This design comes from an exercise in tuning for small area and few clock cycles per item on the open sky130 flow, not from production work. Only simulation tests tie the RTL to the original design; equivalence was not proved. No driver is modelled on the clock port, so clocking that relies on it looks cheaper here than on a real chip. Power figures rest on the tool's default switching activity, not on a simulated workload.

Design accore_df, start of the top module:
module accore_df (
    input  wire        clk,
    input  wire        rst,           
    input  wire        cmd_valid,
    input  wire [31:0] cmd_data,
    output wire        cmd_ready,
    input  wire [2:0]  reg_addr,
    output reg  [31:0] reg_rdata,
    output wire        tx_valid,
    output wire        tx_kind,       
    output wire [23:0] tx_dur,
    input  wire        tx_ready,
    output wire        fault_o
);
Size: ~4000 cells after synthesis, about 1500 flip-flops, ~48000 um2 of cells after synthesis.
export LEC_CHECK = 0
export CAP_MARGIN = 20
export CORE_MARGIN = 2
export CORE_UTILIZATION = 55
export CTS_BUF_LIST = sky130_fd_sc_hd__clkbuf_8
export CTS_CLUSTER_DIAMETER = 50
export CTS_CLUSTER_SIZE = 20
export GPL_ROUTABILITY_DRIVEN = 1
export GPL_TIMING_DRIVEN = 0
export PLACE_DENSITY = 0.7
export SLEW_MARGIN = 20
create_clock -name core_clock -period 16.0 [get_ports {clk}]
standard.sh (not shown) runs the stock make flow with config.mk's settings and CLKGATE_MAP_FILE= SYNTH_SCRIPT=/design/flow/synth_recipe.tcl, a recipe that flattens the netlist after the stock synthesis.
==> flow/flow/run.sh <==
#!/bin/bash
# The standard layout (standard.sh: unchanged synthesis and steps) with
# settings passed to the ORFS scripts through their environment variables:
# - the buffers ABC put in the netlist are removed at floorplan (placement
#   is not timing driven, so global placement does not remove them);
# - buffer_ports puts the smallest buffer cell on every input and output port;
# - clock_tree_synthesis builds the tree without dummy loads.
# The whole make output goes to standard.log in this folder.
set -o pipefail
export REMOVE_ABC_BUFFERS=1
export BUFFER_PORTS_ARGS="-buffer_cell sky130_fd_sc_hd__buf_1"
export CTS_ARGS="-sink_clustering_enable -repair_clock_nets -buf_list sky130_fd_sc_hd__clkbuf_8 -sink_clustering_size 20 -sink_clustering_max_diameter 50 -dont_use_dummy_load"
bash standard.sh > standard.log 2>&1
Testbench counts at the start, summed over its fixed seeds: cycles 54,568, commands 31,224.
Next try:
--- a/flow/design.v
+++ b/flow/design.v
@@ -692,49 +692,16 @@
                 reg  q;
                 always @(posedge clk)
                     if (nf || sel)
                         q <= wd;
                 assign w[8*gn + gj] = q;
             end
         end
     endgenerate
-    wire emit_step = (eng == E_EMIT) && tx_ready && e_kind;
-    wire oi_ld   = (accept && !exec_en) || (commit && st_getr);
-    wire oi_zero = (commit && do_pop) || (emit_step && e_st == 2'd0);
-    wire oi_inc8 = (eng == E_GETR) || (eng == E_SETRX);
-    wire oi_inc1 = (eng == E_POP) || (emit_step && e_st == 2'd1);
-    always @(posedge clk) begin
-        if (oi_ld)
-            o_idx <= cmd_data[23:16];
-        else if (oi_zero)
-            o_idx <= 8'd0;
-        else if (oi_inc8)
-            o_idx <= o_idx + 8'd8;
-        else if (oi_inc1)
-            o_idx <= o_idx + 8'd1;
-    end
-    always @(posedge clk) begin
-        if (oi_ld)
-            o_len <= cmd_data[13:8];
-        else if (commit && st_setr)
-            o_len <= o_len + {3'd0, o_idx[2:0]};
-        else if (eng == E_SETRX || (eng == E_GETR && !st_first))
-            o_len <= len_dec;
-    end
-    always @(posedge clk) begin
-        if (commit && (st_getr || st_setr))
-            xs <= 8'd0;
-        else if (commit && st_temp)
-            xs <= {6'd0, t_limit, t2c[0]};
-        else if (eng == E_GETR)
-            xs <= rbyte;
-        else if (eng == E_SETRX)
-            xs <= res[7:0];
-    end
     wire res_ld = commit && !(st_getr || st_setr);
     wire res_sd = commit && st_setr;
     wire res_sh = (eng == E_SETRX) || (eng == E_GETR && !st_first);
     always @(posedge clk) begin
         if (rst)
             res <= 32'd0;
         else if (res_ld)
             res <= n_res;
@@ -777,40 +744,48 @@
             case (eng)
             E_EMIT: begin
                 if (tx_ready) begin
                     e_kind <= !e_kind;
                     if (e_kind) begin
                         case (e_st)
                         2'd0: begin
                             e_st  <= 2'd1;
+                            o_idx <= 8'd0;
                         end
                         2'd1: begin
+                            o_idx <= o_idx + 8'd1;
                             if (emit_lastbit) e_st <= 2'd2;
                         end
                         default: begin
                             e_st <= 2'd0;
                             o_f  <= 2'd2;
                             if (p_b) eng <= E_IDLE;
                         end
                         endcase
                     end
                 end
             end
             E_POP: begin
+                o_idx <= o_idx + 8'd1;
                 if (o_idx == 8'd26) eng <= E_IDLE;
             end
             E_TEMP: eng <= E_IDLE;
             E_GETR, E_SETRX: begin
                 ecnt  <= ecnt + 3'd1;
+                o_idx <= o_idx + 8'd8;
+                if (eng == E_SETRX || !st_first) o_len <= len_dec;
+                xs    <= (eng == E_GETR) ? rbyte : res[7:0];
                 if (ecnt == 3'd4) eng <= E_IDLE;
             end
             default: begin    
                 if (accept && !exec_en) begin
                     o_f   <= cmd_data[25:24];
+                    o_idx <= cmd_data[23:16];
+                    o_len <= cmd_data[13:8];
                     o_fc  <= fault ? fault_code : 4'd0;
                     eng   <= E_SETR;
                 end else if (exec_en) begin
                     eng <= E_IDLE;
                     if (discard) begin
                     end else if (fault) begin
                     end else begin
                         sync   <= n_sync;
@@ -824,34 +799,42 @@
                             q_head  <= 3'd0;
                             qlen    <= 3'd0;
                         end
                         if (do_push) begin
                             q_pb[q_tail] <= push_pb;
                             qlen <= qlen + 3'd1;
                         end
                         if (do_pop) begin
+                            o_idx  <= 8'd0;
                             p_slot <= q_head;
                             q_head <= q_next;
                             qlen   <= qlen - 3'd1;
                             eng    <= E_POP;
                         end
                         if (st_emit) begin
                             eng    <= E_EMIT;
                             e_kind <= 1'b0;
                             e_st   <= 2'd0;
                             o_f    <= 2'd1;
                         end
                         if (st_temp) begin
                             eng <= E_TEMP;
+                            xs  <= {6'd0, t_limit, t2c[0]};
                         end
                         if (st_getr || st_setr) begin
                             eng   <= st_getr ? E_GETR : E_SETRX;
                             ecnt  <= 3'd0;
-                            if (st_getr) o_f <= fsel;
+                            if (st_getr) begin
+                                o_f   <= fsel;
+                                o_idx <= idx;
+                                o_len <= len;
+                            end else
+                                o_len <= o_len + {3'd0, o_idx[2:0]};
+                            xs    <= 8'd0;
                         end
                     end
                 end
             end
             endcase
         end
     end
     always @(posedge clk) begin
=>
- maximum frequency is higher by 0.55%
- power is higher by 0.99%
- global-route usage is higher by 0.19 points
- final area is higher by 0.76%
- clock skew is lower by 0.020 ns
Testbench counts after the change, summed over its fixed seeds: cycles 54,568, commands 31,224.

-- re-timing with driven ports --
In the flow no input, the clock included, has a driving cell. The finished layouts below were timed again as built, in two steps.
Step 1: set_driving_cell puts a clkbuf_16 on clk and a buf_2 on each other input, an assumption about the parent block.
Step 2, shift: input delay + t, output delay - t, t = (earliest + latest rising clock arrival at the registers) / 2. This alone moves slack from input paths to output paths.
Three values: ideal, step 1, step 2; two values: the first two.
run | shift t [ns] | slack for setup (ns) | worst setup path at the end
the first run | 0.769 | 3.657 / 3.628 / 3.628 | input to output
the second run | 0.785 | 3.724 / 3.701 / 3.701 | input to output
After both steps every run listed still meets setup and hold. For the first run, which loses most, drivers alone change the setup slack by -0.029 ns; drivers and shift together by -0.029 ns.
